Context: an optimization exercise on an open-source flow, tuned for small area, a short achievable clock period and few clock cycles. The choices shown serve that exercise and are no tape-out recipe.
Function was checked by simulation only, so behaviour that the tests miss may differ from the original.
Power is estimated from default activity; no workload was simulated.

**config.mk**
```make
export PLATFORM = sky130hd
export DESIGN_NAME = hall_engine
export DESIGN_NICKNAME = hall_engine
export VERILOG_FILES = /design/flow/design.v
export SDC_FILE = /design/flow/constraint.sdc
export NUM_CORES = 4
export LEC_CHECK = 0
export CAP_MARGIN = 20
export CORE_MARGIN = 2
export CORE_UTILIZATION = 40
export SLEW_MARGIN = 20
```
**constraint.sdc**
```tcl
create_clock -name core_clock -period 10.0 [get_ports {clk}]
set_input_delay 2.0000 -clock core_clock [delete_from_list [all_inputs] [get_ports {clk}]]
set_output_delay 2.0000 -clock core_clock [all_outputs]
set_load 0.01 [all_outputs]
```
**design.v**
```verilog
module hall_engine (
    input  wire        clk,
    input  wire        rst,
    input  wire        ev_valid,
    input  wire [1:0]  ev_kind,       
    input  wire [31:0] ev_cmd,
    output wire        ev_ready,
    output reg         rsp_valid,
    output wire [31:0] rsp_result,
    output wire [7:0]  rsp_status,
    output wire        bus_valid,
    output reg         bus_write,
    output reg  [7:0]  bus_addr,
    output reg  [7:0]  bus_wdata,
    output wire [4:0]  bus_len,
    input  wire        bus_ready,
    input  wire        bus_ack,
    input  wire [23:0] bus_rdata,
    output wire        irq_request,
    input  wire        irq_grant,
    output reg         irq_release,
    output reg         sched_valid,
    output wire [15:0] sched_ms,
    output reg         cancel_valid,
    output reg         pub_valid,
    output wire [1:0]  pub_zone,
    output reg         log_valid,
    output wire [2:0]  log_code,
    output reg         alive,
    output reg         dead
);
    localparam [7:0] ADDR_ID      = 8'h00;
    localparam [7:0] ID_VALUE     = 8'h5A;
    localparam [7:0] SAMPLE_ADDR  = 8'h10;
    localparam [7:0] ADDR_INTSRS  = 8'h20;
    localparam [7:0] ADDR_HTH_H   = 8'h21;
    localparam [7:0] ADDR_LATCH   = 8'h25;
    localparam [7:0] ADDR_OPF     = 8'h30;
    localparam [7:0] ADDR_SRST    = 8'h3F;
    localparam [15:0] DELAY_MIN   = 16'd10;
    localparam [15:0] DELAY_RESET = 16'd200;
    localparam [1:0]  ZONE_A = 2'd0, ZONE_B = 2'd1, ZONE_C = 2'd2;
    localparam [2:0] ST_OK = 3'd0, ST_TRANSPORT = 3'd1, ST_IRQATTACH = 3'd3,
                     ST_CAL = 3'd5, ST_ILLEGAL = 3'd6;
    localparam [4:0]
        S_IDLE  = 5'd0,  S_DEC   = 5'd1,  S_I0    = 5'd2,  S_ISR   = 5'd3,
        S_IID   = 5'd4,  S_IPD   = 5'd5,  S_DEAD  = 5'd6,  S_W1    = 5'd7,
        S_MS    = 5'd8,  S_IRQ   = 5'd9,  S_DPEN  = 5'd10, S_DTYPE = 5'd11,
        S_THR   = 5'd12, S_DDET  = 5'd13, S_SPRD  = 5'd14, S_SP2   = 5'd15,
        S_SPTYPE= 5'd16, S_C1    = 5'd17, S_C2    = 5'd18, S_C3    = 5'd19,
        S_CRD   = 5'd20, S_CR0   = 5'd21, S_CRIRQ = 5'd22, S_CR2   = 5'd23,
        S_CRPD  = 5'd24, S_KWAIT = 5'd25, S_CRF   = 5'd26;
    localparam [2:0]
        OP_WSTAT = 3'd0, OP_REGRD = 3'd1, OP_CHKID = 3'd2, OP_DISABLE = 3'd3,
        OP_MEAS  = 3'd4, OP_ENABLE = 3'd5, OP_DETINT = 3'd6, OP_WORKER = 3'd7;
    localparam [4:0]
        K_ILLEGAL = 5'd0,  K_ENC = 5'd1, K_DEC = 5'd2, K_CLS = 5'd3, K_UPDTHR = 5'd4,
        K_GETZONE = 5'd5,  K_MODEPD = 5'd6, K_MODEMEAS = 5'd7, K_MODEFUSE = 5'd8,
        K_DETPOLL = 5'd9,  K_DETINT = 5'd10, K_ENABLE = 5'd11, K_DISABLE = 5'd12,
        K_SETDLY = 5'd13,  K_GETEN = 5'd14, K_GETDLY = 5'd15, K_SETDBG = 5'd16,
        K_GETDBG = 5'd17,  K_SETTH = 5'd18, K_GETTH = 5'd19, K_SETTL = 5'd20,
        K_GETTL = 5'd21,   K_SETPOL = 5'd22, K_GETPOL = 5'd23, K_CAL = 5'd24,
        K_GETREF = 5'd25,  K_GETCALST = 5'd26, K_CALAPPLY = 5'd27,
        K_REGRD = 5'd28,   K_REGWR = 5'd29, K_CHKID = 5'd30, K_GETSHADOW = 5'd31;
    reg [7:0]         opf, intsrs;
    reg               enabled, debug;
    reg [15:0]        delay;
    reg [1:0]         last_zone;
    reg signed [15:0] th, tl, cal_ref, pol;
    reg               cal_high_done, cal_low_done;
    reg               irq_attached;
    reg               pending;
    reg [4:0]  state;
    reg [2:0]  op;
    reg        rdy;              
    reg        breq;             
    reg        len3;             
    reg [2:0]  thr_k;            
    reg        thr_sp;           
    reg        tw;               
    reg        irq_req;
    reg        sched_zero;
    reg        log4;
    reg [15:0] res;              
    reg        res_sgn;
    reg [2:0]  st;
    reg        pd_valid;
    reg [1:0]  pd_kind;
    reg [4:0]  pd_k;
    reg [7:0]  pd_a;
    reg [15:0] pd_imm;
    reg [3:0]  s_intsrs;         
    reg [2:0]  s_opf;            
    reg        s_was;
    reg [1:0]  c_pass;
    reg        c_fail;           
    reg        c_ok;             
    reg [3:0]  c_cnt;
    reg [3:0]  d_rem;
    reg [9:0]  samp;             
    reg        samp_v;
    reg        d_arm;            
    reg [2:0]  d_cnt;            
    reg        d_first;
    reg        d_neg;
    assign ev_ready    = rdy;
    assign bus_valid   = breq;
    assign bus_len     = {3'b000, len3, 1'b1};
    assign irq_request = irq_req;
    assign sched_ms    = sched_zero ? 16'h0000 : delay;
    assign pub_zone    = last_zone;
    assign log_code    = {log4, 1'b0, ~log4};
    assign rsp_result  = {{16{res_sgn}}, res};
    assign rsp_status  = {5'b00000, st};
    wire res10   = opf[4];
    wire det_int = intsrs[7];
    wire beside  = intsrs[6];
    wire pol_pos = ~pol[15] & (pol[14:0] != 15'd0);
    function [15:0] encode;
        input               r10;
        input signed [17:0] v;
        reg signed [17:0]   c;
        begin
            if (r10) begin
                if (v < -18'sd512)      c = -18'sd512;
                else if (v > 18'sd511)  c = 18'sd511;
                else                    c = v;
                encode = {c[9], c[8], 6'b000000, c[7:0]};
            end else begin
                if (v < -18'sd128)      c = -18'sd128;
                else if (v > 18'sd127)  c = 18'sd127;
                else                    c = v;
                encode = {8'h00, c[7:0]};
            end
        end
    endfunction
    function [1:0] classify;
        input signed [15:0] raw;
        input signed [15:0] t_hi;
        input signed [15:0] t_lo;
        input               ppos;
        begin
            if (ppos) begin
                if (raw >= t_hi)      classify = ZONE_C;
                else if (raw <= t_lo) classify = ZONE_A;
                else                  classify = ZONE_B;
            end else begin
                if (raw <= t_lo)      classify = ZONE_C;
                else if (raw >= t_hi) classify = ZONE_A;
                else                  classify = ZONE_B;
            end
        end
    endfunction
    function [4:0] dbit;
        input [3:0] r;
        input       b;
        reg   [4:0] t;
        begin
            t = {r, b};
            dbit = (t >= 5'd10) ? {1'b1, t[3:0] - 4'd10} : {1'b0, t[3:0]};
        end
    endfunction
    wire [9:0] s10 = res10 ? {bus_rdata[15], bus_rdata[14], bus_rdata[23:16]}
                           : {bus_rdata[23], bus_rdata[23], bus_rdata[23:16]};
    wire drdy = bus_rdata[0];
    wire th_big = ~th[15] & (th[14:9] != 6'b000000);    
    wire th_sml =  th[15] & (th[14:9] != 6'b111111);    
    wire tl_big = ~tl[15] & (tl[14:9] != 6'b000000);
    wire tl_sml =  tl[15] & (tl[14:9] != 6'b111111);
    wire signed [9:0] s10s = s10;
    wire signed [9:0] th10 = th[9:0];
    wire signed [9:0] tl10 = tl[9:0];
    wire s_ge_th = th_sml | (~th_big & (s10s >= th10));
    wire s_le_tl = tl_big | (~tl_sml & (s10s <= tl10));
    wire [1:0] s_zone = pol_pos ? (s_ge_th ? ZONE_C : (s_le_tl ? ZONE_A : ZONE_B))
                                : (s_le_tl ? ZONE_C : (s_ge_th ? ZONE_A : ZONE_B));
    wire [1:0] p_cls  = classify(pd_imm, th, tl, pol_pos);
    wire [2:0]  thr_n    = thr_k;
    wire        bes_eff  = tw ? bus_wdata[6] : beside;
    wire        thr_add  = bes_eff ^ thr_n[1];
    wire signed [15:0] thr_base = thr_n[1] ? tl : th;
    wire [9:0]  thr_sum  = thr_base[9:0] + (thr_add ? 10'd15 : -10'd15);
    wire t_hi10 = thr_add ? (thr_base >  16'sd496) : (thr_base >  16'sd526);
    wire t_lo10 = thr_add ? (thr_base < -16'sd527) : (thr_base < -16'sd497);
    wire t_hi8  = thr_add ? (thr_base >  16'sd112) : (thr_base >  16'sd142);
    wire t_lo8  = thr_add ? (thr_base < -16'sd143) : (thr_base < -16'sd113);
    wire [9:0]  thr_c    = res10 ? (t_hi10 ? 10'h1FF : t_lo10 ? 10'h200 : thr_sum)
                                 : (t_hi8  ? 10'h07F : t_lo8  ? 10'h380 : thr_sum);
    wire [7:0]  thr_data = thr_n[2] ? 8'h01 : (thr_n[0] ? thr_c[7:0] : {res10 & thr_c[9], res10 & thr_c[8], 6'b000000});
    wire [7:0]  thr_addr = ADDR_HTH_H + {5'd0, thr_n};
    wire       lz_b      = (last_zone == ZONE_B);
    wire       type_chg  = (beside == lz_b);
    wire [7:0] type_data = {intsrs[7], ~lz_b, intsrs[5:0]};
    wire        acc_on  = samp_v;
    wire        d_corr  = d_neg & (d_rem != 4'd0);
    wire [15:0] sum_b   = acc_on ? {{6{samp[9]}}, samp} : {15'd0, d_corr};
    wire        d_run   = (d_cnt != 3'd0);
    wire [15:0] sum_add = res + sum_b;
    wire [3:0]  d_rin   = d_first ? (res[15] ? 4'd9 : 4'd0) : d_rem;
    wire [4:0]  d_s2    = dbit(d_rin, res[14]);
    wire [4:0]  d_s1    = dbit(d_s2[3:0], res[13]);
    wire [4:0]  d_s0    = dbit(d_s1[3:0], res[12]);
    wire [6:0]  d_step  = {d_s2[4], d_s1[4], d_s0[4], d_s0[3:0]};
    wire        d_done  = ~d_arm & ~d_run;
    wire [7:0]  e_op  = ev_cmd[31:24];
    wire [7:0]  e_a   = ev_cmd[23:16];
    wire [15:0] e_imm = ev_cmd[15:0];
    wire        a0    = (e_a == 8'h00);
    wire        a01   = (e_a[7:1] == 7'h00);
    wire        i0    = (e_imm == 16'h0000);
    reg  [4:0]  e_k;
    always @(*) begin
        e_k = K_ILLEGAL;
        case (e_op)
            8'h01: if (a01) e_k = K_ENC;
            8'h02: if (a01) e_k = K_DEC;
            8'h10: if (a0) e_k = K_CLS;
            8'h11: if (a0 && i0) e_k = K_UPDTHR;
            8'h12: if (a0 && i0) e_k = K_GETZONE;
            8'h20: if (i0) begin
                       if (e_a == 8'h00) e_k = K_MODEPD;
                       else if (e_a == 8'h01) e_k = K_MODEMEAS;
                       else if (e_a == 8'h02) e_k = K_MODEFUSE;
                   end
            8'h21: if (i0) begin
                       if (e_a == 8'h00) e_k = K_DETPOLL;
                       else if (e_a == 8'h01) e_k = K_DETINT;
                   end
            8'h22: if (a0 && i0) e_k = K_ENABLE;
            8'h23: if (a0 && i0) e_k = K_DISABLE;
            8'h24: if (a0) e_k = K_SETDLY;
            8'h25: if (a0 && i0) e_k = K_GETEN;
            8'h26: if (a0 && i0) e_k = K_GETDLY;
            8'h27: if (a01 && i0) e_k = K_SETDBG;
            8'h28: if (a0 && i0) e_k = K_GETDBG;
            8'h30: if (a0) e_k = K_SETTH;
            8'h31: if (a0 && i0) e_k = K_GETTH;
            8'h32: if (a0) e_k = K_SETTL;
            8'h33: if (a0 && i0) e_k = K_GETTL;
            8'h34: if (a0) e_k = K_SETPOL;
            8'h35: if (a0 && i0) e_k = K_GETPOL;
            8'h40: if (a0 && i0) e_k = K_CAL;
            8'h41: if (i0 && (e_a == 8'h01 || e_a == 8'h02)) e_k = K_CAL;
            8'h42: if (a0 && i0) e_k = K_GETREF;
            8'h43: if (a0 && i0) e_k = K_GETCALST;
            8'h44: if (i0 && (e_a == 8'h01 || e_a == 8'h02)) e_k = K_CALAPPLY;
            8'h50: if (i0) e_k = K_REGRD;
            8'h51: if (e_imm[15:8] == 8'h00) e_k = K_REGWR;
            8'h52: if (a0 && i0) e_k = K_CHKID;
            8'h53: if (a01 && i0) e_k = K_GETSHADOW;
            default: e_k = K_ILLEGAL;
        endcase
    end
    wire signed [15:0] p_simm = pd_imm;
    wire e_hi10 = ~pd_imm[15] &  (|pd_imm[14:9]);
    wire e_lo10 =  pd_imm[15] & ~(&pd_imm[14:9]);
    wire e_hi8  = ~pd_imm[15] &  (|pd_imm[14:7]);
    wire e_lo8  =  pd_imm[15] & ~(&pd_imm[14:7]);
    wire [9:0] e_c = pd_a[0] ? (e_hi10 ? 10'h1FF : e_lo10 ? 10'h200 : pd_imm[9:0])
                             : (e_hi8  ? 10'h07F : e_lo8  ? 10'h380 : pd_imm[9:0]);
    wire [15:0] p_enc = {pd_a[0] & e_c[9], pd_a[0] & e_c[8], 6'b000000, e_c[7:0]};
    wire [15:0] p_dec = pd_a[0] ? {{6{pd_imm[15]}}, pd_imm[15], pd_imm[14], pd_imm[7:0]}
                                : {{8{pd_imm[7]}}, pd_imm[7:0]};
    wire        dly_lo = ~(|pd_imm[15:4]) & ~(pd_imm[3] & (pd_imm[2] | pd_imm[1]));   
    wire [15:0] p_dly = dly_lo ? DELAY_MIN : pd_imm;
    wire        p_apply_th = (pol_pos == (pd_a[1:0] == 2'd1));
    wire [15:0] p_apply = cal_ref + (p_apply_th ? -16'sd12 : 16'sd12);
    localparam [4:0]
        RQ_SRST = 5'd0,  RQ_ID    = 5'd1,  RQ_PD    = 5'd2,  RQ_MS    = 5'd3,
        RQ_FUSE = 5'd4,  RQ_DP    = 5'd5,  RQ_TYPE  = 5'd6,  RQ_THR   = 5'd7,
        RQ_DET  = 5'd8,  RQ_SAMP  = 5'd9,  RQ_CALI  = 5'd10, RQ_C40   = 5'd11,
        RQ_CRI  = 5'd12, RQ_CRO   = 5'd13, RQ_CRPD  = 5'd14, RQ_REGRD = 5'd15,
        RQ_REGWR = 5'd16;
    localparam [2:0]
        FR_ZERO = 3'd0, FR_CMD = 3'd1, FR_RD = 3'd2, FR_ID = 3'd3, FR_Q = 3'd4;
    reg        iss_c;
    reg [4:0]  rq_c;
    reg        fin_c;
    reg [2:0]  fr_c;
    reg [2:0]  fst_c;
    function [17:0] gen;
        input [4:0] rq;
        reg        g_wr, g_l3;
        reg [7:0]  g_addr, g_data;
        begin
        g_wr = 1'b1; g_l3 = 1'b0; g_addr = ADDR_OPF; g_data = 8'h00;
        case (rq)
            RQ_SRST:  begin g_addr = ADDR_SRST; g_data = 8'h01; end
            RQ_ID:    begin g_wr = 1'b0; g_addr = ADDR_ID; end
            RQ_PD:    g_data = opf & 8'hFE;
            RQ_MS:    g_data = (opf & 8'hFD) | 8'h01;
            RQ_FUSE:  g_data = opf | 8'h03;
            RQ_DP:    begin g_addr = ADDR_INTSRS; g_data = intsrs & 8'h7F; end
            RQ_TYPE:  begin g_addr = ADDR_INTSRS; g_data = type_data; end
            RQ_THR:   begin g_addr = thr_addr; g_data = thr_data; end
            RQ_DET:   begin g_addr = ADDR_INTSRS; g_data = intsrs | 8'h80; end
            RQ_SAMP:  begin g_wr = 1'b0; g_l3 = 1'b1; g_addr = SAMPLE_ADDR; end
            RQ_CALI:  begin g_addr = ADDR_INTSRS; g_data = intsrs & 8'h78; end
            RQ_C40:   g_data = (opf & 8'hF0) | 8'h0D;
            RQ_CRI:   begin g_addr = ADDR_INTSRS; g_data = {s_intsrs[3], intsrs[6:3], s_intsrs[2:0]}; end
            RQ_CRO:   g_data = (opf & 8'hE0) | {3'b000, s_opf, 2'b01};
            RQ_CRPD:  g_data = (bus_ack ? bus_wdata : opf) & 8'hFE;
            RQ_REGRD: begin g_wr = 1'b0; g_addr = pd_a; end
            RQ_REGWR: begin g_addr = pd_a; g_data = pd_imm[7:0]; end
            default: ;
        endcase
        gen = {g_wr, g_l3, g_addr, g_data};
        end
    endfunction
    reg [4:0] rq_cmd, rq_spec;
    always @(*) begin
        case (pd_k)
            K_UPDTHR:   rq_cmd = RQ_THR;
            K_MODEMEAS: rq_cmd = RQ_MS;
            K_MODEFUSE: rq_cmd = RQ_FUSE;
            K_DETPOLL:  rq_cmd = RQ_DP;
            K_DETINT:   rq_cmd = type_chg ? RQ_TYPE : RQ_THR;
            K_ENABLE:   rq_cmd = !det_int ? RQ_DP : type_chg ? RQ_TYPE : RQ_THR;
            K_CAL:      rq_cmd = RQ_CALI;
            K_REGRD:    rq_cmd = RQ_REGRD;
            K_REGWR:    rq_cmd = RQ_REGWR;
            K_CHKID:    rq_cmd = RQ_ID;
            default:    rq_cmd = RQ_PD;         
        endcase
        case (state)
            S_I0:     rq_spec = RQ_SRST;
            S_ISR:    rq_spec = RQ_ID;
            S_IID:    rq_spec = RQ_PD;
            S_IDLE:   rq_spec = (pd_valid && pd_kind == 2'd0) ? rq_cmd : RQ_SAMP;
            S_DEC:    rq_spec = rq_cmd;
            S_MS:     rq_spec = RQ_SAMP;
            S_IRQ:    rq_spec = RQ_SAMP;
            S_DPEN:   rq_spec = RQ_MS;
            S_DTYPE:  rq_spec = RQ_THR;
            S_DDET:   rq_spec = RQ_MS;
            S_THR:    rq_spec = (thr_k != 3'd5) ? RQ_THR : RQ_DET;
            S_SP2:    rq_spec = type_chg ? RQ_TYPE : RQ_THR;
            S_SPTYPE: rq_spec = RQ_THR;
            S_C1:     rq_spec = RQ_PD;
            S_C2:     rq_spec = RQ_C40;
            S_C3:     rq_spec = RQ_SAMP;
            S_CRD:    rq_spec = (c_cnt == 4'd9) ? RQ_CRI : RQ_SAMP;
            S_CRF:    rq_spec = RQ_CRI;
            S_CR0:    rq_spec = RQ_CRO;
            S_CRIRQ:  rq_spec = RQ_CRO;
            S_CR2:    rq_spec = RQ_CRPD;
            default:  rq_spec = RQ_SAMP;
        endcase
    end
    reg [15:0] c_res;
    reg        c_sgn;
    reg [2:0]  c_st;
    always @(*) begin
        c_res = 16'h0; c_sgn = 1'b0; c_st = ST_OK;
        case (pd_k)
            K_ILLEGAL:  c_st = ST_ILLEGAL;
            K_ENC:      c_res = p_enc;
            K_DEC:      begin c_res = p_dec; c_sgn = p_dec[15]; end
            K_CLS:      c_res = {14'h0, p_cls};
            K_GETZONE:  c_res = {14'h0, last_zone};
            K_GETEN:    c_res = {15'h0, enabled};
            K_GETDLY:   c_res = delay;
            K_GETDBG:   c_res = {15'h0, debug};
            K_GETTH:    begin c_res = th; c_sgn = th[15]; end
            K_GETTL:    begin c_res = tl; c_sgn = tl[15]; end
            K_GETPOL:   begin c_res = pol; c_sgn = pol[15]; end
            K_GETREF:   begin c_res = cal_ref; c_sgn = cal_ref[15]; end
            K_GETCALST: c_res = {14'h0, cal_low_done, cal_high_done};
            K_GETSHADOW: c_res = {8'h00, pd_a[0] ? intsrs : opf};
            default: ;
        endcase
    end
    task finish;
        input [2:0]  r;
        input [2:0]  s;
        begin
            fin_c = 1'b1; fr_c = r; fst_c = s;
        end
    endtask
    task issue;
        input [4:0] code;
        input [4:0] ns;
        begin
            iss_c = 1'b1; rq_c = code;
            state <= ns;
        end
    endtask
    task sp_end;
        begin
            if (enabled && !det_int) begin
                sched_valid <= 1'b1; sched_zero <= 1'b0; pending <= 1'b1;
            end
            if (op == OP_ENABLE) enabled <= 1'b1;
            finish(FR_ZERO, ST_OK);
        end
    endtask
    task start_di;
        begin
            if (type_chg) issue(RQ_TYPE, S_DTYPE);
            else begin
                thr_k <= 3'd1; thr_sp <= 1'b0;
                issue(RQ_THR, S_THR);
            end
        end
    endtask
    task start_ms;
        begin
            issue(RQ_MS, S_MS);
        end
    endtask
    task start_cr;
        begin
            issue(RQ_CRI, S_CR0);
        end
    endtask
    task kfin;
        input f;
        begin
            if (c_ok && !d_done) state <= S_KWAIT;
            else begin
                if (c_ok) cal_ref <= sum_add;
                if (f) finish(FR_ZERO, ST_CAL);
                else begin
                    finish(FR_Q, ST_OK);
                    if (c_pass == 2'd1) cal_high_done <= 1'b1;
                    if (c_pass == 2'd2) cal_low_done  <= 1'b1;
                end
            end
        end
    endtask
    task exec_ev;
        input [1:0] k;
        begin
            case (k)
                2'd1: begin
                    if (pending) begin
                        pending <= 1'b0;
                        op <= OP_WORKER;
                        rdy <= 1'b0;
                        issue(RQ_SAMP, S_SPRD);
                    end else rsp_valid <= 1'b1;
                end
                2'd2: begin
                    if (irq_attached) begin
                        sched_valid <= 1'b1; sched_zero <= 1'b1; pending <= 1'b1;
                    end
                    rsp_valid <= 1'b1;
                end
                default: rsp_valid <= 1'b1;
            endcase
        end
    endtask
    task exec_cmd;
        begin
            rdy <= 1'b0;
            case (pd_k)
                K_UPDTHR: begin
                    op <= OP_WSTAT; thr_k <= 3'd1; thr_sp <= 1'b0;
                    issue(RQ_THR, S_THR);
                end
                K_MODEPD: begin
                    if (irq_attached) begin irq_release <= 1'b1; irq_attached <= 1'b0; end
                    op <= OP_WSTAT;
                    issue(RQ_PD, S_W1);
                end
                K_MODEMEAS: begin op <= OP_MEAS; start_ms; end
                K_MODEFUSE: begin
                    op <= OP_WSTAT;
                    issue(RQ_FUSE, S_W1);
                end
                K_DETPOLL: begin
                    op <= OP_WSTAT;
                    issue(RQ_DP, S_W1);
                end
                K_DETINT: begin op <= OP_DETINT; start_di; end
                K_ENABLE: begin
                    if (enabled) finish(FR_ZERO, ST_OK);
                    else begin
                        op <= OP_ENABLE;
                        if (det_int) start_di;
                        else issue(RQ_DP, S_DPEN);
                    end
                end
                K_DISABLE: begin
                    if (!enabled) finish(FR_ZERO, ST_OK);
                    else begin
                        cancel_valid <= 1'b1; pending <= 1'b0;
                        if (irq_attached) begin irq_release <= 1'b1; irq_attached <= 1'b0; end
                        op <= OP_DISABLE;
                        issue(RQ_PD, S_W1);
                    end
                end
                K_SETDLY: begin
                    delay <= p_dly;
                    if (enabled && !det_int) begin
                        cancel_valid <= 1'b1;
                        sched_valid <= 1'b1; sched_zero <= 1'b0; pending <= 1'b1;
                    end
                    finish(FR_CMD, c_st);
                end
                K_SETDBG: begin debug <= pd_a[0]; finish(FR_CMD, c_st); end
                K_SETTH: begin th <= pd_imm; finish(FR_CMD, c_st); end
                K_SETTL: begin tl <= pd_imm; finish(FR_CMD, c_st); end
                K_SETPOL: begin pol <= pd_imm; finish(FR_CMD, c_st); end
                K_CAL: begin
                    s_intsrs <= {intsrs[7], intsrs[2:0]}; s_opf <= opf[4:2]; s_was <= irq_attached;
                    c_pass <= pd_a[1:0]; c_fail <= 1'b0; c_ok <= 1'b0;
                    if (irq_attached) begin irq_release <= 1'b1; irq_attached <= 1'b0; end
                    issue(RQ_CALI, S_C1);
                end
                K_CALAPPLY: begin
                    if (p_apply_th) th <= p_apply; else tl <= p_apply;
                    finish(FR_CMD, c_st);
                end
                K_REGRD: begin
                    op <= OP_REGRD;
                    issue(RQ_REGRD, S_W1);
                end
                K_REGWR: begin
                    op <= OP_WSTAT;
                    issue(RQ_REGWR, S_W1);
                end
                K_CHKID: begin
                    op <= OP_CHKID;
                    issue(RQ_ID, S_W1);
                end
                default:    finish(FR_CMD, c_st);
            endcase
        end
    endtask
    wire bus_done = breq & bus_ready;
    wire ok       = bus_ack;
    always @(posedge clk) begin
        pd_kind <= ev_kind;
        samp    <= s10;
        pd_k    <= e_k;
        pd_a    <= e_a;
        pd_imm  <= e_imm;
        if (rst) begin
            opf           <= 8'h00;
            intsrs        <= 8'h00;
            enabled       <= 1'b0;
            debug         <= 1'b0;
            delay         <= DELAY_RESET;
            last_zone     <= ZONE_B;
            th            <= 16'sd100;
            tl            <= -16'sd100;
            cal_ref       <= 16'sd0;
            pol           <= -16'sd1;
            cal_high_done <= 1'b0;
            cal_low_done  <= 1'b0;
            irq_attached  <= 1'b0;
            pending       <= 1'b0;
            state         <= S_I0;
            rdy           <= 1'b0;
            breq          <= 1'b0;
            irq_req       <= 1'b0;
            pd_valid      <= 1'b0;
            thr_k         <= 3'd0;
            c_ok          <= 1'b0;
            samp_v        <= 1'b0;
            d_arm         <= 1'b0;
            d_cnt         <= 3'd0;
            rsp_valid     <= 1'b0;
            irq_release   <= 1'b0;
            sched_valid   <= 1'b0;
            cancel_valid  <= 1'b0;
            pub_valid     <= 1'b0;
            log_valid     <= 1'b0;
            alive         <= 1'b0;
            dead          <= 1'b0;
        end else begin
            iss_c = 1'b0; rq_c = RQ_SRST; fin_c = 1'b0; fr_c = FR_ZERO; fst_c = ST_OK;
            rsp_valid    <= 1'b0;
            irq_release  <= 1'b0;
            sched_valid  <= 1'b0;
            cancel_valid <= 1'b0;
            pub_valid    <= 1'b0;
            log_valid    <= 1'b0;
            irq_req      <= 1'b0;
            pd_valid <= ev_valid & ~rdy;
            if (bus_done) begin
                breq <= 1'b0;
                if (bus_ack && bus_write) begin
                    if (bus_addr == ADDR_OPF)    opf    <= bus_wdata;
                    if (bus_addr == ADDR_INTSRS) intsrs <= bus_wdata;
                end
            end
            samp_v <= 1'b0;
            if (samp_v) res <= sum_add;
            if (samp_v && d_arm) begin
                d_arm <= 1'b0; d_cnt <= 3'd5; d_first <= 1'b1;
            end
            if (d_run) begin
                d_cnt   <= d_cnt - 3'd1;
                d_first <= 1'b0;
                if (d_first) d_neg <= res[15];
                res[14:0] <= {res[11:0], d_step[6:4]};
                d_rem   <= d_step[3:0];
            end
            case (state)
            S_I0: issue(RQ_SRST, S_ISR);
            S_ISR: if (bus_ready) begin
                if (!ok) begin dead <= 1'b1; state <= S_DEAD; end
                else issue(RQ_ID, S_IID);
            end
            S_IID: if (bus_ready) begin
                if (!ok || bus_rdata[7:0] != ID_VALUE) begin dead <= 1'b1; state <= S_DEAD; end
                else issue(RQ_PD, S_IPD);
            end
            S_IPD: if (bus_ready) begin
                if (!ok) begin dead <= 1'b1; state <= S_DEAD; end
                else begin alive <= 1'b1; rdy <= 1'b1; state <= S_IDLE; end
            end
            S_DEAD: ;
            S_IDLE: begin
                if (pd_valid) begin
                    if (pd_kind == 2'd0) exec_cmd;
                    else exec_ev(pd_kind);
                end else if (ev_valid) begin
                    if (ev_kind == 2'd0) begin rdy <= 1'b0; state <= S_DEC; end
                    else exec_ev(ev_kind);
                end
            end
            S_DEC: exec_cmd;
            S_W1: if (bus_ready) begin
                case (op)
                    OP_REGRD:   finish(FR_RD, ok ? ST_OK : ST_TRANSPORT);
                    OP_CHKID:   finish(FR_ID, ok ? ST_OK : ST_TRANSPORT);
                    OP_DISABLE: begin
                        if (ok) enabled <= 1'b0;
                        finish(FR_ZERO, ok ? ST_OK : ST_TRANSPORT);
                    end
                    default:    finish(FR_ZERO, ok ? ST_OK : ST_TRANSPORT);
                endcase
            end
            S_MS: if (bus_ready) begin
                if (!ok) finish(FR_ZERO, ST_TRANSPORT);
                else if (det_int && !irq_attached) begin
                    irq_req <= 1'b1; state <= S_IRQ;
                end else if (op == OP_ENABLE) begin
                    if (!det_int) begin
                        sched_valid <= 1'b1; sched_zero <= 1'b0; pending <= 1'b1;
                        enabled <= 1'b1;
                        finish(FR_ZERO, ST_OK);
                    end else issue(RQ_SAMP, S_SPRD);
                end else finish(FR_ZERO, ST_OK);
            end
            S_IRQ: begin
                if (irq_grant) irq_attached <= 1'b1;
                if (op == OP_ENABLE && irq_grant) issue(RQ_SAMP, S_SPRD);
                else finish(FR_ZERO, irq_grant ? ST_OK : ST_IRQATTACH);
            end
            S_DPEN: if (bus_ready) begin
                if (!ok) finish(FR_ZERO, ST_TRANSPORT);
                else start_ms;
            end
            S_DTYPE: if (bus_ready) begin
                if (!ok) finish(FR_ZERO, ST_TRANSPORT);
                else begin
                    thr_k <= 3'd1; thr_sp <= 1'b0;
                    issue(RQ_THR, S_THR);
                end
            end
            S_DDET: if (bus_ready) begin
                if (!ok) finish(FR_ZERO, ST_TRANSPORT);
                else if (op == OP_ENABLE) start_ms;
                else finish(FR_ZERO, ST_OK);
            end
            S_THR: if (bus_ready) begin
                if (!ok || thr_k == 3'd5) thr_k <= 3'd0;
                if (!ok) begin
                    if (thr_sp) begin
                        log_valid <= 1'b1; log4 <= 1'b0;
                        sp_end;
                    end else finish(FR_ZERO, ST_TRANSPORT);
                end else if (thr_k != 3'd5) begin
                    thr_k <= thr_k + 3'd1;
                    issue(RQ_THR, S_THR);
                end else if (thr_sp) sp_end;
                else if (op == OP_WSTAT) finish(FR_ZERO, ST_OK);
                else issue(RQ_DET, S_DDET);
            end
            S_SPRD: if (bus_ready) begin
                if (!ok) begin
                    log_valid <= 1'b1; log4 <= 1'b0;
                    sp_end;
                end else if (!drdy) begin
                    log_valid <= 1'b1; log4 <= 1'b1;
                    sp_end;
                end else begin
                    last_zone <= s_zone;
                    pub_valid <= 1'b1;
                    if (det_int) state <= S_SP2;
                    else sp_end;
                end
            end
            S_SP2: begin
                if (type_chg) issue(RQ_TYPE, S_SPTYPE);
                else begin
                    thr_k <= 3'd1; thr_sp <= 1'b1;
                    issue(RQ_THR, S_THR);
                end
            end
            S_SPTYPE: if (bus_ready) begin
                if (!ok) begin
                    log_valid <= 1'b1; log4 <= 1'b0;
                    sp_end;
                end else begin
                    thr_k <= 3'd1; thr_sp <= 1'b1;
                    issue(RQ_THR, S_THR);
                end
            end
            S_C1: if (bus_ready) begin
                if (!ok) begin c_fail <= 1'b1; state <= S_CRF; end
                else issue(RQ_PD, S_C2);
            end
            S_C2: if (bus_ready) begin
                if (!ok) begin c_fail <= 1'b1; state <= S_CRF; end
                else issue(RQ_C40, S_C3);
            end
            S_C3: if (bus_ready) begin
                if (!ok) begin c_fail <= 1'b1; state <= S_CRF; end
                else begin
                    c_cnt <= 4'd0; res <= 16'h0;
                    issue(RQ_SAMP, S_CRD);
                end
            end
            S_CRD: if (bus_ready) begin
                if (!ok || !drdy) begin c_fail <= 1'b1; state <= S_CRF; end
                else begin
                    samp_v <= 1'b1;
                    c_cnt <= c_cnt + 4'd1;
                    if (c_cnt == 4'd9) begin
                        c_ok <= 1'b1; d_arm <= 1'b1;
                        start_cr;
                    end else issue(RQ_SAMP, S_CRD);
                end
            end
            S_CRF: start_cr;
            S_CR0: if (bus_ready) begin
                if (!ok) c_fail <= 1'b1;
                if (s_was) begin irq_req <= 1'b1; state <= S_CRIRQ; end
                else issue(RQ_CRO, S_CR2);
            end
            S_CRIRQ: begin
                if (irq_grant) irq_attached <= 1'b1;
                else c_fail <= 1'b1;
                issue(RQ_CRO, S_CR2);
            end
            S_CR2: if (bus_ready) begin
                if (!ok) c_fail <= 1'b1;
                if (!enabled) begin
                    if (irq_attached) begin irq_release <= 1'b1; irq_attached <= 1'b0; end
                    issue(RQ_CRPD, S_CRPD);
                end else kfin(c_fail | !ok);
            end
            S_CRPD: if (bus_ready) begin
                if (!ok) c_fail <= 1'b1;
                kfin(c_fail | !ok);
            end
            S_KWAIT: kfin(c_fail);
            default: state <= S_IDLE;
            endcase
            if (!breq || bus_ready) begin
                {bus_write, len3, bus_addr, bus_wdata} <= gen(rq_spec);
                tw <= (rq_spec == RQ_TYPE);
            end
            if (iss_c) breq <= 1'b1;
            if (fin_c) begin
                case (fr_c)
                    FR_CMD:  begin res <= c_res; res_sgn <= c_sgn; end
                    FR_RD:   begin res <= ok ? {8'h00, bus_rdata[7:0]} : 16'h0; res_sgn <= 1'b0; end
                    FR_ID:   begin res <= {15'h0, ok && bus_rdata[7:0] == ID_VALUE}; res_sgn <= 1'b0; end
                    FR_Q:    begin res <= sum_add; res_sgn <= sum_add[15]; end
                    default: begin res <= 16'h0; res_sgn <= 1'b0; end
                endcase
                st <= fst_c;
                rsp_valid <= 1'b1;
                rdy <= 1'b1;
                state <= S_IDLE;
            end
        end
    end
endmodule
```
**flow/run.sh**
```bash
#!/bin/bash
# Layout: the standard flow (standard synthesis unchanged) with plain buffers on the
# ports and a larger setup margin for the resizer's timing repair. Each step's output goes
# to a log of its own.
set -euo pipefail
bash standard.sh synth > synth.log 2>&1
bash standard.sh finish SETUP_SLACK_MARGIN=6.5 "BUFFER_PORTS_ARGS=-buffer_cell sky130_fd_sc_hd__buf_4" > layout.log 2>&1
```
**standard.sh**
```bash
#!/bin/bash
# synth_recipe.tcl (not shown) runs the flow's synth.tcl, then flattens the netlist and writes it again
# the make line also repeats each setting of config.mk as NAME=value (left out here)
make -C /OpenROAD-flow-scripts/flow DESIGN_CONFIG=/design/flow/config.mk WORK_HOME=/design/flow/orfs CLKGATE_MAP_FILE= SYNTH_SCRIPT=/design/flow/synth_recipe.tcl "${@:-finish}"
```
==> impl_results.md, run 1 <==
* Status: complete, no violations
* Yosys top cell area share at 19.2%
* WS Path Type: reg -> out
* Vias at 18,700
* Internal cell power at 1.99 mW
* Slew @ Worst Pin at 0.914 ns
* Psw at 1.07 mW
* IO buf count at 141
* IO Pins at 158
* Commonest cells post-synth: nor2_1, nand2_1, dfxtp_1
* Total Routed Length at 72,300 um
* VDD IR max at 130 uV
* Post-synth top flop: dfxtp_1
* Vias in the first global route at 17,400
* DIE WIDTH at 215 um
* Post-route ant nets at 0
* Rows at 77
* Synth area leaders: dfxtp_1, edfxtp_1, ha_1
* Starting density of the core at 40.5%
* Vias/cell at 6.28
* Crit Path Max Fanout at 4
* Final setup viols at 0
* Number of flops mapped to enable cells by yosys at 66
* CTS hold repair buffers at 0
* Final core occ at 48.8%
* Unrepaired setup endpoints after global routing: yes
* Clock tree sinks at 237
* Final net count at 2,526
* H-tree Lvls at 1
* Reg clk slew, reported paths at 0.06 ns
* Seq/Total Area, Yosys at 30.3%
* Diodes inserted at 0
* WL/cell at 24.2 um
* Finished Layout Cells at 2,980
* Sw Share at 34.9%
* Setup WS pre-CTS at 5.41 ns
* Clock power frac at 33.8%
* YS warnings at 1
* Power density cells at 142 mW/mm2
* Max-Slew Margin vs Limit at 39.0%
* Clock skew at 0.0177 ns
* Final setup TNS at 0 ns
* Final hold violation count at 0
* GRT Total Usage at 29.6%
* P_leak at 8.29 nW
* Congestion Overflow GR at 0
* Seq pwr share at 36.7%
* Initial antenna violation count at 1
* FMAX at 0.279 GHz
* Worst-Skew Late Latency at 0.59 ns
* CTS Buffer Depth at 3
* Tot Pwr at 3.06 mW
* HPWL after detailed placement at 52,900 um
* Root Buffer: clkbuf_16
* Largest net degree at the start of global routing at 70
* Cell variety after synth at 102
* Area Growth Syn to Fin at 20.6%
* Layout cells sized above 1 at 18.9%
* Post-layout min period at 3.58 ns
* CTS tree: done
* Final slew viol count at 0
* GPL Wtd Cong at 0.995
* Combinational share of power at 29.4%
* DIE AREA at 0.0464 mm2
* Core area at 0.0441 mm2
* Fill cells at 4,395
* Syn Inst Count at 2,248
* CP endpoint kind: output pin
* Worst hold path type: reg -> reg
* Placed insts at 2,870
* First-pass GRT wire length at 107,000 um
* Initial drt markers at 2,013
* Mapped cell area at 0.0179 mm2
* Largest area contributor in the netlist: dfxtp_1
* #FFs+latches synth at 237
* Crit path DAT at 1.58 ns
* Drt first pass iters at 5
* Critical path startpoint category: flip-flop
* CP required at 8.00 ns
* Post-route worst setup slack at 6.42 ns
* Final cycle utilization of the critical path at 35.8%
* Max cap viols at 0
* Most frequent cell after synthesis: nor2_1
* TritonCTS buffer count at 29
* DIE HEIGHT at 215 um
* Avg Cell Area, Syn at 7.95 um2
* Drt drc at 0
* Ys async rst share at 0%
critical path, cell delays in order (launching register included):
cell	delay (ns)
edfxtp_1	0.41
buf_12	0.17
buf_12	0.14
nor2b_4	0.16
buf_6	0.12
logic make-up (layout without fill, tap and decap cells):
kind of cell,Yosys count,after routing,share of synthesized area (%)
simple gates,838,838,23.2
compound gates,698,699,26.1
buf+inv,244,375,6.32
flops,237,237,30.3
fa+ha+maj,99,99,7.03
mux,85,85,4.80
xor+xnor,45,45,2.21
other cells,2,10,0.0420
state kept, by name, indices dropped and copies added, names as in the netlist, 5 cells and up:
| name | cells |
|---|---|
| bus_addr | 8 |
| bus_wdata | 8 |
| cal_ref | 16 |
| delay | 16 |
| intsrs | 8 |
| opf | 8 |
| pd_a | 8 |
| pd_imm | 16 |
| pd_k | 5 |
| pol | 16 |
| res | 16 |
| samp | 10 |
| state | 5 |
| th | 16 |
| tl | 16 |
layout make-up:
| type | instances | area (um2) | area share [%] |
|---|---|---|---|
| multi-input cells | 1776 | 12200 | 56.6 |
| repair buffers | 231 | 1920 | 8.92 |
| inverters | 90 | 358 | 1.66 |
| clock inverters | 15 | 77.6 | 0.360 |
| flip-flops and latches | 237 | 5410 | 25.1 |
| clock buffers | 39 | 846 | 3.93 |
| well taps | 592 | 741 | 3.44 |
path summary, 6_finish.rpt:
kind                                 start          end  slack, ns  cells past startpoint
worst min-delay path                   rdy     pd_valid       0.45                      1
worst max register to register     d_first       res[0]       6.54                     16
worst max-delay path            sched_zero  sched_ms[2]       6.42                      4
worst min register to register         rdy     pd_valid       0.45                      1
what timing repair did:
item,CTS,global route
gates cloned,1,2
endpoints found under the setup margin,97,71
setup buffers,29,24
pin swaps,21,33
gates resized for setup,52,113
power by group through the flow:
stage	sequential (mW)	clock, mW	combinational (mW)
floorplan	1.12	0	0.533
global placement	1.14	0	0.781
detailed placement	1.14	0	0.786
CTS	1.12	1.04	0.817
global route	1.13	1.08	0.959
finish	1.12	1.03	0.899
metal layers:
layer	track usage (%)	routed length [um]	vias up
met3	4.06	6880	136
met1	42.8	31900	9043
li1	-	-	8582
met5	0	0	-
met4	8.53	2260	0
met2	45.8	31200	957
placed cells by master (no fill, tap or decap), types with 32 or more instances in the layout:
cell type / synthesis / final
a22oi_1: 46 / 44
clkbuf_16: 0 / 32
o21ai_0: 153 / 141
mux2i_1: 79 / 76
nand2_1: 214 / 208
edfxtp_1: 66 / 66
nand3_1: 64 / 63
nor3_1: 67 / 58
nor2_1: 236 / 229
inv_1: 86 / 80
nand2b_1: 33 / 32
a21oi_1: 156 / 145
dfxtp_1: 171 / 166
buf_4: 32 / 206
ha_1: 94 / 88
metrics by stage:
step	hold slack [ns]	cell area, um2
finish	0.448	21500
global route	0.467	21500
CTS	0.454	20800
detailed placement	0.446	19400
global placement	0.439	19400
floorplan	0.407	18100
Testbench counts, summed over its fixed seeds: cycles 11,798.
==> inputs of run 2 (changes only) <==
--- a/flow/run.sh
+++ b/flow/run.sh
@@ -5,3 +5,3 @@
 set -euo pipefail
 bash standard.sh synth > synth.log 2>&1
-bash standard.sh finish SETUP_SLACK_MARGIN=6.5 "BUFFER_PORTS_ARGS=-buffer_cell sky130_fd_sc_hd__buf_4" > layout.log 2>&1
+bash standard.sh finish SETUP_SLACK_MARGIN=6.75 "BUFFER_PORTS_ARGS=-buffer_cell sky130_fd_sc_hd__buf_4" > layout.log 2>&1
==> run 2 against run 1 <==
  * Die area did not move
  * Synthesized area did not move
  * Setup slack improved by 0.072 ns
  * Cell area rose by 8.2%
  * Combinational power rose by 13%
  * Non-clock buffer count rose by 83
  * Synthesized cell count did not move
  * Count of clock-buffer cells in the layout fell by 3
  * Critical endpoint is now sched_ms[15]
  * Largest power group unchanged
==> impl_results.md, run 2 <==
* Drt drc at 0
* WS Path Type: reg -> out
* Unrepaired setup endpoints after global routing: yes
* CP top delay family: buffers and inverters
* Compound-Gate Fraction of Synth Area at 26.1%
* Largest area contributor in the netlist: dfxtp_1
* #FFs+latches synth at 237
* Initial drt markers at 2,135
* GR Util met3 at 4.84%
* Setup slack, reg-to-reg at 6.57 ns
* CTS hold repair buffers at 0
* Hold path startpoint: alive
* Mapped cell area at 0.0179 mm2
* Number of flops mapped to enable cells by yosys at 66
* Final cycle utilization of the critical path at 35.1%
* Setup WS pre-CTS at 5.57 ns
* DIE WIDTH at 215 um
* TritonCTS buffer count at 29
* WHS Path Cells at 2
* Final net count at 2,610
* Max stage delay on crit path at 0.37 ns
* Max-Slew Margin vs Limit at 26.7%
* Reg clk slew, reported paths at 0.06 ns
* Global routing's busiest layer: met2
* GR met2 Demand/Resource at 47.2%
* Post-route worst setup slack at 6.49 ns
* Drt first pass iters at 6
* Slowest cell on the critical path: edfxtp_1
* CTS tree: done
* Root Buffer: clkbuf_16
* Slew @ Worst Pin at 1.09 ns
* Post-synth top flop: dfxtp_1
* FMAX at 0.285 GHz
* Synth area leaders: dfxtp_1, edfxtp_1, ha_1
* WL/cell at 24.3 um
* Hold worst-path end: alive
* Ys async rst share at 0%
* Power density cells at 139 mW/mm2
* Vias at 19,100
* GPL Wtd Cong at 0.948
* CP endpoint kind: output pin
* Most frequent cell after synthesis: nor2_1
* Post-layout min period at 3.51 ns
* Seq/Total Area, Yosys at 30.3%
* Avg Cell Area, Syn at 7.95 um2
* Crit Path Max Fanout at 12
* CTS Buffer Depth at 3
* Congestion Overflow GR at 0
* Most frequent cells in the layout: buf_4, nor2_1, nand2_1
* Commonest non-fill, non-tap cell in the layout: buf_4
* Layout cells sized above 1 at 26.1%
* Core area at 0.0441 mm2
* Yosys top cell area share at 19.2%
* Cells along the critical path: buf_6 > buf_12 > nor2b_1 > buf_4
* Post-synthesis mux area share at 4.80%
* WP buf/inv at 3
* Starting density of the core at 40.5%
* CP required at 8.00 ns
* Syn Inst Count at 2,248
* DIE HEIGHT at 215 um
* Clock tree sinks at 237
* P_leak at 9.07 nW
* DIE AREA at 0.0464 mm2
* Total Routed Length at 74,400 um
* HPWL after detailed placement at 52,800 um
* Area Growth Syn to Fin at 30.5%
* Post-Synth XOR/XNOR Area at 2.21%
* Rows at 77
* VDD IR max at 152 uV
* Final setup viols at 0
* First-pass GRT wire length at 110,000 um
* Vias in the first global route at 17,800
* Synth Area in Adders at 7.03%
* Initial antenna violation count at 3
* Fill cells at 4,211
* Largest family of logic cells by synthesized area: compound AO/OA/AOI/OAI gates
* Final hold violation count at 0
* Crit path DAT at 1.51 ns
* Diodes inserted at 0
* IO Pins at 158
* Commonest cells post-synth: nor2_1, nand2_1, dfxtp_1
* Critical path startpoint category: flip-flop
* Simple-Gate Fraction of Synth Area at 23.2%
* GRT Total Usage at 30.5%
* YS warnings at 1
* Clock skew at 0.0225 ns
* Post-route ant nets at 0
* Largest net degree at the start of global routing at 75
* RR Startpoint: pol[13]
* Final setup TNS at 0 ns
* Worst hold path type: reg -> reg
* FF-to-FF End: tl[12]
* H-tree Lvls at 1
* Max cap viols at 0
* Met1 Use GR at 43.7%
* Status: complete, no violations
* Worst R2R Path Depth at 13
* Cell variety after synth at 102
* Worst-Skew Late Latency at 0.59 ns
* IO buf count at 141
* Vias/cell at 6.22
* Final slew viol count at 0
[run 2: changes by cell type in the layout (fill, tap and decap cells not counted), sizes merged]
cell      delta
clkbuf       -3
clkinv       -3
or3          +1
buf         +81
clkinvlp     +3
bufinv       +4
inv          -1
bufbuf       +2
[run 2: how the worst max path moves through the flow]
stage                        from      endpoint  slack (ns)  depth (start not counted)
global placement          bus_ack          breq        5.50                         10
detailed placement        bus_ack       res[11]        5.57                         10
global route        bus_rdata[15]  last_zone[1]        6.44                         13
finish                 sched_zero  sched_ms[15]        6.49                          4
CTS                 bus_rdata[23]  last_zone[1]        6.48                         13
floorplan           bus_rdata[14]  last_zone[1]        6.32                         10
[run 2: final cells by class]
| class | count | area (um2) | share of cell area, % |
|---|---|---|---|
| Sequential cell | 237 | 5430 | 23.3 |
| Clock inverter | 18 | 203 | 0.869 |
| Clock buffer | 36 | 793 | 3.40 |
| Tap cell | 592 | 741 | 3.18 |
| Multi-Input combinational cell | 1777 | 12900 | 55.5 |
| Timing Repair Buffer | 314 | 2830 | 12.1 |
| Inverter | 90 | 368 | 1.58 |
[run 2: what timing repair did]
action / in CTS / in global routing
gates resized for setup: 191 / 162
buffers inserted: 93 / 44
pin swaps: 49 / 71
endpoints found under the setup margin: 142 / 99
cloned: 5 / 1
[run 2: per-layer routing]
| layer | wire length, um | share of wire [%] |
|---|---|---|
| met1 | 31800 | 43 |
| met2 | 33000 | 44 |
| met3 | 7400 | 9.9 |
| met4 | 2160 | 2.9 |
| met5 | 0 | 0 |
[run 2: cell families after synthesis]
group	Yosys count
adder cells (fa/ha/maj)	99
XOR/XNOR	45
multiplexers	85
other	2
flip-flops	237
AND/OR/NAND/NOR	838
buffers and inverters	244
AO/OA/AOI/OAI	698
[run 2: where the power goes]
part | internal, mW | leakage, nW | switching [mW]
clock network | 0.665 | 0.485 | 0.447
registers | 1.05 | 2.02 | 0.0617
logic | 0.415 | 6.56 | 0.606
[run 2: stage by stage]
stage	cells	cell area, um2	util [%]	total power [mW]	hold slack, ns
finish	3064	23300	52.8	3.25	0.446
global route	3064	23300	52.8	3.36	0.479
CTS	3019	22200	50.3	3.15	0.450
detailed placement	2867	19500	44.3	1.94	0.440
global placement	2867	19500	44.3	1.94	0.436
floorplan	2256	18400	-	1.67	0.407
[run 2: worst reg2reg max path, cell delays in order (launching register included)]
cell	delay, ns
dfxtp_4	0.36
nor4_4	0.37
a41oi_4	0.22
xnor2_4	0.28
inv_2	0.09
fa_2	0.36
a21o_1	0.20
a21oi_2	0.16
o21a_1	0.22
o31ai_4	0.10
or3_4	0.36
a31oi_4	0.24
a21oi_1	0.09
or2_2	0.27
==> inputs of run 3 (changes only) <==
--- a/flow/run.sh
+++ b/flow/run.sh
@@ -5,3 +5,3 @@
 set -euo pipefail
 bash standard.sh synth > synth.log 2>&1
-bash standard.sh finish SETUP_SLACK_MARGIN=6.75 "BUFFER_PORTS_ARGS=-buffer_cell sky130_fd_sc_hd__buf_4" > layout.log 2>&1
+bash standard.sh finish SETUP_SLACK_MARGIN=6.25 "BUFFER_PORTS_ARGS=-buffer_cell sky130_fd_sc_hd__buf_1" > layout.log 2>&1
==> run 3 against run 2 <==
  * Clock power grew 5%
  * Cell area shrank 13%
  * Flip-flop and latch count is the same
==> impl_results.md, run 3 <==
* YS warnings at 1
* Worst-Skew Late Latency at 0.60 ns
* CP required at 10.50 ns
* Commonest cells post-synth: nor2_1, nand2_1, dfxtp_1
* Vias/cell at 6.30
* Final slew viol count at 0
* CTS Buffer Depth at 3
* Final core occ at 46.1%
* Fill cells at 4,444
* H-tree Lvls at 1
* HPWL after detailed placement at 52,000 um
* Vias at 18,600
* Max stage delay on crit path at 0.45 ns
* Cells along the critical path: buf_1 > buf_6 > inv_1 > nor2_1 > a21oi_1 > nor4_2 > o311ai_0 > a21oi_1 > nor2_1 > a211oi_1
* Initial drt markers at 2,138
* Crit Path Max Fanout at 15
* GRT Total Usage at 29.5%
* Yosys top cell area share at 19.2%
* Number of flops mapped to enable cells by yosys at 66
* CP endpoint kind: flip-flop
* Worst hold path type: reg -> reg
* Seq/Total Area, Yosys at 30.3%
* Power density cells at 152 mW/mm2
* Unrepaired setup endpoints after global routing: yes
* Area Growth Syn to Fin at 13.9%
* Most frequent cells in the layout: nor2_1, nand2_1, dfxtp_1
* Mapped cell area at 0.0179 mm2
* Slew @ Worst Pin at 1.03 ns
* CTS hold repair buffers at 0
* Max-Slew Margin vs Limit at 30.8%
* GPL Wtd Cong at 0.959
* Post-synth top flop: dfxtp_1
* Final setup TNS at 0 ns
* Clock skew at 0.0172 ns
* Clock tree sinks at 237
* CTS tree: done
* Crit path DAT at 4.22 ns
* WL/cell at 24.1 um
* Post-route ant nets at 0
* Reg clk slew, reported paths at 0.06 ns
* P_leak at 7.52 nW
* TritonCTS buffer count at 29
* Largest net degree at the start of global routing at 67
* Total Routed Length at 71,000 um
* Syn Inst Count at 2,248
* #FFs+latches synth at 237
* Most frequent cell after synthesis: nor2_1
* Max cap viols at 0
* Status: complete, no violations
* DIE HEIGHT at 215 um
* Rows at 77
* IO Pins at 158
* Final cycle utilization of the critical path at 37.2%
* Final setup viols at 0
* WS Path Type: in -> reg
* DIE AREA at 0.0464 mm2
* Vias in the first global route at 17,200
* Drt drc at 0
* VDD IR max at 128 uV
* Avg Cell Area, Syn at 7.95 um2
* Commonest non-fill, non-tap cell in the layout: nor2_1
* Root Buffer: clkbuf_16
* Final net count at 2,494
* Initial antenna violation count at 2
* Drt first pass iters at 6
* Critical path startpoint category: input port
* Slowest cell on the critical path: nor4_2
* DIE WIDTH at 215 um
* First-pass GRT wire length at 107,000 um
* Cell variety after synth at 102
* Diodes inserted at 0
* Congestion Overflow GR at 0
* FMAX at 0.269 GHz
* Layout cells sized above 1 at 9.17%
* Core area at 0.0441 mm2
* Post-layout min period at 3.72 ns
* Final hold violation count at 0
* Ys async rst share at 0%
* Synth area leaders: dfxtp_1, edfxtp_1, ha_1
* IO buf count at 141
* Starting density of the core at 40.5%
* Largest area contributor in the netlist: dfxtp_1
-- run 3: path summary, 6_finish.rpt --
check | from | endpoint | slack (ns) | depth (start not counted)
hold / removal | alive | alive | 0.45 | 2
hold reg to reg | alive | alive | 0.45 | 2
setup / recovery | bus_ready | pending | 6.28 | 10
setup reg to reg | pol[4] | tl[14] | 6.33 | 15
-- run 3: what timing repair did --
action                     CTS  global route
hold endpoints to repair     0             0
buffers inserted            11            12
gates cloned                 1             0
setup endpoints to repair   72            58
resized for setup           38            41
pin swaps                    2            21
-- run 3: metal layers --
layer	vias up	wire (um)	track usage, %
li1	8500	-	-
met1	8903	31300	41.9
met2	1012	30000	44.2
met3	169	6670	5.80
met4	2	3030	10.6
met5	-	10	0
-- run 3: where the power goes --
| group | switching, mW | leakage, nW | internal, mW |
|---|---|---|---|
| Clock | 0.468 | 0.526 | 0.703 |
| Sequential | 0.0723 | 2.02 | 1.05 |
| Combinational | 0.525 | 4.98 | 0.264 |
| Total | 1.07 | 7.52 | 2.02 |
-- run 3: through the flow --
step,power [mW],hold slack (ns),setup WS (ns),instances,cell area [um2]
2_1_floorplan,1.64,0.407,6.19,2256,17900
3_3_place_gp,1.87,0.432,4.98,2869,18700
3_5_place_dp,1.88,0.439,4.91,2869,18700
4_1_cts,3.06,0.455,6.14,2935,20100
5_1_grt,3.20,0.473,6.19,2948,20300
6_report,3.09,0.450,6.28,2948,20300
-- run 3: worst max-delay path: cells and delay by family --
family,cells,cell delay (ns)
AOI/OAI and AO/OA,4,0.90
and+or+nand+nor,3,0.80
buffers and inverters,3,0.53
-- run 3: final cells by class --
type,count,area (um2),area share (%)
inverters,90,345,1.70
repair buffers,199,1020,5.00
clock buffers,38,876,4.31
clock inverters,16,194,0.953
multi-input cells,1776,11800,57.8
flip-flops and latches,237,5410,26.6
well taps,592,741,3.64
-- run 3: kinds of logic (layout without fill, tap and decap cells) --
logic type / Yosys count / in the layout / share of synthesized area (%)
AND/OR/NAND/NOR: 838 / 838 / 23.2
AO/OA/AOI/OAI: 698 / 699 / 26.1
buffers and inverters: 244 / 343 / 6.32
flip-flops: 237 / 237 / 30.3
adder cells (fa/ha/maj): 99 / 99 / 7.03
multiplexers: 85 / 85 / 4.80
XOR/XNOR: 45 / 45 / 2.21
other: 2 / 10 / 0.0420
==> inputs of run 4 (changes only) <==
--- a/flow/run.sh
+++ b/flow/run.sh
@@ -5,3 +5,3 @@
 set -euo pipefail
 bash standard.sh synth > synth.log 2>&1
-bash standard.sh finish SETUP_SLACK_MARGIN=6.25 "BUFFER_PORTS_ARGS=-buffer_cell sky130_fd_sc_hd__buf_1" > layout.log 2>&1
+bash standard.sh finish SETUP_SLACK_MARGIN=6.5 "BUFFER_PORTS_ARGS=-buffer_cell sky130_fd_sc_hd__buf_1" > layout.log 2>&1
--- a/config.mk
+++ b/config.mk
@@ -9,3 +9,4 @@
 export CORE_MARGIN = 2
 export CORE_UTILIZATION = 40
+export PLACE_DENSITY = 0.7
 export SLEW_MARGIN = 20
==> run 4 against run 3 <==
  * Critical path depth decreased by 1
  * Combinational power grew 7.2%
  * Clock power decreased by 12%
  * Critical path type unchanged
  * Highest routed layer unchanged
==> impl_results.md, run 4 <==
* Status: complete, no violations
* Reg clk slew, reported paths at 0.06 ns
* Internal cell power at 1.97 mW
* GPL Wtd Cong at 0.991
* Initial antenna violation count at 2
* Avg Cell Area, Syn at 7.95 um2
* Worst-Skew Late Latency at 0.56 ns
* Tot Pwr at 3.01 mW
* #FFs+latches synth at 237
* Layout cells sized above 1 at 14.8%
* Final net count at 2,531
* Clock tree sinks at 237
* Rows at 77
* Post-route ant nets at 0
* Post-synth top flop: dfxtp_1
* Mapped cell area at 0.0179 mm2
* Synth area leaders: dfxtp_1, edfxtp_1, ha_1
* H-tree Lvls at 1
* Unrepaired setup endpoints after global routing: yes
* Area post-placement at 0.0188 mm2
* Drt drc at 0
* Final setup TNS at 0 ns
* Final slew viol count at 0
* Critical path startpoint category: input port
* CTS hold repair buffers at 0
* DIE AREA at 0.0464 mm2
* IO buf count at 141
* VDD IR max at 125 uV
* Worst hold path type: reg -> reg
* Crit path DAT at 4.01 ns
* Number of flops mapped to enable cells by yosys at 66
* Total Routed Length at 71,000 um
* Vias/cell at 6.32
* IO Pins at 158
* Max-Slew Margin vs Limit at 31.8%
* Largest net degree at the start of global routing at 72
* Drt first pass iters at 6
* Final hold violation count at 0
* Post-layout min period at 3.53 ns
* Commonest cells post-synth: nor2_1, nand2_1, dfxtp_1
* HPWL after detailed placement at 51,900 um
* Starting density of the core at 40.5%
* YS warnings at 1
* Cell variety after synth at 102
* Crit Path Max Fanout at 6
* CTS tree: done
* Seq pwr share at 37.6%
* CTS Buffer Depth at 3
* WL/cell at 23.8 um
* GRT Total Usage at 29.2%
* Sw Share at 34.6%
* Combinational share of power at 28.1%
* Most frequent cell after synthesis: nor2_1
* Finished Cell Area at 0.0212 mm2
* Clock skew at 0.0112 ns
* Hold path startpoint: alive
* Congestion Overflow GR at 0
* Area Growth Syn to Fin at 18.5%
* Clock power frac at 34.3%
* Vias at 18,800
* Most frequent cells in the layout: nor2_1, nand2_1, dfxtp_1
* DIE HEIGHT at 215 um
* Initial drt markers at 2,086
* Max cap viols at 0
* WS Path Type: in -> reg
* Diodes inserted at 0
* DIE WIDTH at 215 um
* Hold Slack at 0.444 ns
* CP required at 10.48 ns
* Commonest non-fill, non-tap cell in the layout: nor2_1
* Final core occ at 48.0%
* Worst Setup SP: ev_cmd[20]
* RR Startpoint: pol[8]
* Final cycle utilization of the critical path at 35.3%
* Core area at 0.0441 mm2
* Seq/Total Area, Yosys at 30.3%
* FMAX at 0.283 GHz
* Slew @ Worst Pin at 1.02 ns
* Root Buffer: clkbuf_16
* Ys async rst share at 0%
* Largest area contributor in the netlist: dfxtp_1
* TritonCTS buffer count at 27
* Psw at 1.04 mW
* P_leak at 7.91 nW
* CP endpoint kind: flip-flop
* Power density cells at 142 mW/mm2
* Syn Inst Count at 2,248
* First-pass GRT wire length at 106,000 um
* Final setup viols at 0
* Vias in the first global route at 17,700
* Yosys top cell area share at 19.2%
==> run 4: layer usage <==
metal,global-route usage [%],share of wire [%],vias up
met5,0,0.018,-
met4,10.5,3.9,2
met3,4.90,11,163
met2,44.7,43,1105
met1,41.4,42,8970
li1,-,-,8600
==> run 4: timing repair <==
item	in CTS	in global routing
resized for setup	90	128
gates cloned	3	2
setup buffers	28	31
pin swaps	20	43
setup endpoints to repair	119	76
==> run 4: critical path, cell delays in order <==
cell,delay (ns)
buf_8,0.10
nor4_4,0.32
nand3b_1,0.27
buf_4,0.22
or3_4,0.42
buf_4,0.17
nor4_2,0.22
o311ai_1,0.15
nand3_1,0.15
==> run 4: worst paths after layout <==
check,endpoint,slack (ns),depth (start not counted)
setup / recovery,pd_k[2],6.47,9
hold / removal,alive,0.44,2
setup reg to reg,tl[12],6.55,14
hold reg to reg,alive,0.44,2
==> run 4: cell type report <==
cell class / instances / area, um2
Clock buffer: 38 / 811
Inverter: 90 / 365
Tap cell: 592 / 741
Timing Repair Buffer: 236 / 1460
Fill cell: 4337 / 23000
Clock inverter: 11 / 110
Sequential cell: 237 / 5410
Multi-Input combinational cell: 1778 / 12300
==> run 4: kinds of logic after synthesis <==
group	synth area share (%)
other	0.0420
adders and majority gates	7.03
xor gates and xnor gates	2.21
and+or+nand+nor	23.2
muxes	4.80
DFF	30.3
AOI/OAI and AO/OA	26.1
buffers and inverters	6.32
==> run 4: power groups by stage <==
stage / sequential [mW] / combinational, mW / clock (mW)
finish: 1.13 / 0.845 / 1.03
global route: 1.14 / 0.900 / 1.08
CTS: 1.13 / 0.779 / 1.05
detailed placement: 1.15 / 0.739 / 0
global placement: 1.15 / 0.728 / 0
floorplan: 1.12 / 0.533 / 0
==> run 4: stage by stage <==
step | cells | setup slack [ns]
3_5_place_dp | 2869 | 5.18
3_3_place_gp | 2869 | 5.18
4_1_cts | 2949 | 6.46
2_1_floorplan | 2256 | 6.32
5_1_grt | 2982 | 6.37
6_report | 2982 | 6.47
==> inputs of run 5 (changes only) <==
--- a/config.mk
+++ b/config.mk
@@ -9,4 +9,3 @@
 export CORE_MARGIN = 2
 export CORE_UTILIZATION = 40
-export PLACE_DENSITY = 0.7
 export SLEW_MARGIN = 20
==> run 5 against run 4 <==
  * Total power decreased by 0.37%
  * Via count about the same
  * Synthesized cell count unchanged
  * Flip-flop and latch count unchanged
  * Die area unchanged
  * Clock skew increased by 0.0043 ns
  * Global-route usage decreased by 0.24 points
  * Hold slack improved by 0.0031 ns
  * Largest power group unchanged
  * Highest routed layer unchanged
==> impl_results.md, run 5 <==
* Post-route ant nets at 0
* Max cap viols at 0
* Largest area contributor in the netlist: dfxtp_1
* Seq/Total Area, Yosys at 30.3%
* Commonest cells post-synth: nor2_1, nand2_1, dfxtp_1
* HPWL after detailed placement at 51,800 um
* Synth Area in Adders at 7.03%
* Area Growth Syn to Fin at 18.3%
* Congestion Overflow GR at 0
* Starting density of the core at 40.5%
* Largest net degree at the start of global routing at 65
* Number of flops mapped to enable cells by yosys at 66
* Reg clk slew, reported paths at 0.06 ns
* CTS tree: done
* Final core occ at 47.9%
* P_leak at 7.88 nW
* YS warnings at 1
* Compound-Gate Fraction of Synth Area at 26.1%
* Crit Path Max Fanout at 4
* Final setup TNS at 0 ns
* IO buf count at 141
* GPL Wtd Cong at 1.00
* Ys async rst share at 0%
* Clock skew at 0.0155 ns
* Syn Inst Count at 2,248
* Max-Slew Margin vs Limit at 26.4%
* CTS Buffer Depth at 3
* Crit path DAT at 4.02 ns
* Synth area leaders: dfxtp_1, edfxtp_1, ha_1
* GRT Total Usage at 29.0%
* DIE HEIGHT at 215 um
* Post-synth top flop: dfxtp_1
* IO Pins at 158
* Most frequent cell after synthesis: nor2_1
* Status: complete, no violations
* First-pass GRT wire length at 105,000 um
* VDD IR max at 109 uV
* Vias in the first global route at 17,300
* Total Routed Length at 71,300 um
* Post-layout min period at 3.56 ns
* WL/cell at 23.8 um
* Final net count at 2,537
* Commonest non-fill, non-tap cell in the layout: nor2_1
* FMAX at 0.281 GHz
* Unrepaired setup endpoints after global routing: yes
* Largest family of logic cells by synthesized area: compound AO/OA/AOI/OAI gates
* Avg Cell Area, Syn at 7.95 um2
* Root Buffer: clkbuf_16
* Area of the multi-input gates at 0.0122 mm2
* DIE WIDTH at 215 um
* WS Path Type: in -> reg
* Diodes inserted at 0
* CP required at 10.46 ns
* H-tree Lvls at 1
* Worst-Skew Late Latency at 0.59 ns
* Fill cells at 4,386
* Cells along the critical path: buf_12 > nand2b_4 > nand2_4 > ha_4 > nand2_2 > a31oi_1 > o211ai_1 > a21boi_1 > o221a_2 > o21a_1 > a2111oi_4 > a211o_1 > a21oi_1
* #FFs+latches synth at 237
* TritonCTS buffer count at 29
* Drt drc at 0
* Max stage delay on crit path at 0.36 ns
* Clock tree sinks at 237
* Initial drt markers at 2,242
* Final slew viol count at 0
* Simple-Gate Fraction of Synth Area at 23.2%
* Yosys top cell area share at 19.2%
* Layout cells sized above 1 at 14.1%
* Initial antenna violation count at 1
* Drt first pass iters at 5
* Final cycle utilization of the critical path at 35.6%
* Worst hold path type: reg -> reg
* Final setup viols at 0
* DIE AREA at 0.0464 mm2
* Power density cells at 142 mW/mm2
* Core area at 0.0441 mm2
* Slowest cell on the critical path: a2111oi_4
* Slew @ Worst Pin at 1.10 ns
* Cell variety after synth at 102
* Most frequent cells in the layout: nor2_1, nand2_1, dfxtp_1
* Seq. cell area at 0.00542 mm2
* Post-Synth XOR/XNOR Area at 2.21%
* CP endpoint kind: flip-flop
* Vias at 18,900
* Post-synthesis mux area share at 4.80%
* Final hold violation count at 0
* Vias/cell at 6.31
* Rows at 77
* Critical path startpoint category: input port
* Mapped cell area at 0.0179 mm2
==> run 5: cell counts after synthesis <==
Identical to the previous run, type by type.
==> run 5: area by class of cell <==
| class | count | area share, % |
|---|---|---|
| multi-input cells | 1777 | 57.8 |
| flip-flops and latches | 237 | 25.6 |
| repair buffers | 241 | 7.17 |
| clock buffers | 44 | 3.89 |
| well taps | 592 | 3.50 |
| inverters | 90 | 1.66 |
| clock inverters | 9 | 0.337 |
==> run 5: worst max-delay path: cells and delay by family <==
| kind | cells | cell delay [ns] |
|---|---|---|
| AOI/OAI and AO/OA | 8 | 1.46 |
| adders and majority gates | 1 | 0.25 |
| and+or+nand+nor | 3 | 0.19 |
| buffers and inverters | 1 | 0.11 |
==> run 5: kinds of logic (layout without fill, tap and decap cells) <==
kind of cell,Yosys count,count (layout)
flops,237,237
simple gates,838,839
buf+inv,244,384
fa+ha+maj,99,99
xor+xnor,45,45
other cells,2,10
mux,85,85
compound gates,698,699
==> run 5: final timing paths <==
kind | depth (start not counted) | end | slack, ns | startpoint
hold / removal | 2 | alive | 0.45 | alive
hold reg to reg | 2 | alive | 0.45 | alive
setup / recovery | 13 | last_zone[1] | 6.44 | bus_rdata[23]
setup reg to reg | 14 | tl[12] | 6.47 | pol[4]
==> run 5: metrics by stage <==
stage	power, mW	cells	area [um2]	worst slack [ns]	hold slack [ns]
global route	3.11	2990	21100	6.36	0.493
global placement	1.87	2866	18800	5.34	0.438
floorplan	1.65	2256	18100	6.32	0.407
finish	3.00	2990	21100	6.44	0.447
detailed placement	1.88	2866	18800	5.37	0.439
CTS	2.92	2948	20300	6.45	0.447
==> run 5: layer usage <==
layer  share of wire, %  track usage, %
met1                 43            40.7
met2                 43            44.9
met3                9.9            5.53
met4                3.4            8.97
met5              0.018               0
==> run 5: what timing repair did <==
action                                  4_1_cts  5_1_grt
endpoints found under the setup margin       98       61
pin swaps                                    14       61
hold buffers                                  0        0
hold endpoints to repair                      0        0
gates cloned                                  1        4
resized for setup                            82      117
buffers inserted                             28       37
==> run 5: power by group <==
| part | leakage [nW] | switching, mW | internal, mW |
|---|---|---|---|
| clock | 0.436 | 0.437 | 0.570 |
| sequential | 2.02 | 0.0732 | 1.05 |
| combinational | 5.43 | 0.547 | 0.319 |
| total | 7.88 | 1.06 | 1.94 |

==> re-timing with driven ports <==
In the flow no input, the clock included, has a driving cell. The finished layouts below were timed again as built, in two steps.
Step 1: set_driving_cell puts a clkbuf_16 on clk and a buf_2 on each other input, an assumption about the parent block.
Step 2, shift: input delay + t, output delay - t, t = (earliest + latest rising clock arrival at the registers) / 2. This alone moves slack from input paths to output paths.
a / b / c = ideal ports / drivers / drivers and shift; a / b = the first two.
| run | t (ns) | setup WS [ns] |
|---|---|---|
| run 1 | 0.632 | 6.416 / 6.362 / 5.917 |
| run 2 | 0.633 | 6.488 / 6.437 / 5.889 |
| run 3 | 0.647 | 6.277 / 6.276 / 5.668 |
| run 4 | 0.605 | 6.470 / 6.433 / 5.876 |
| run 5 | 0.637 | 6.442 / 6.395 / 5.814 |
After both steps setup and hold are still met in every run listed.
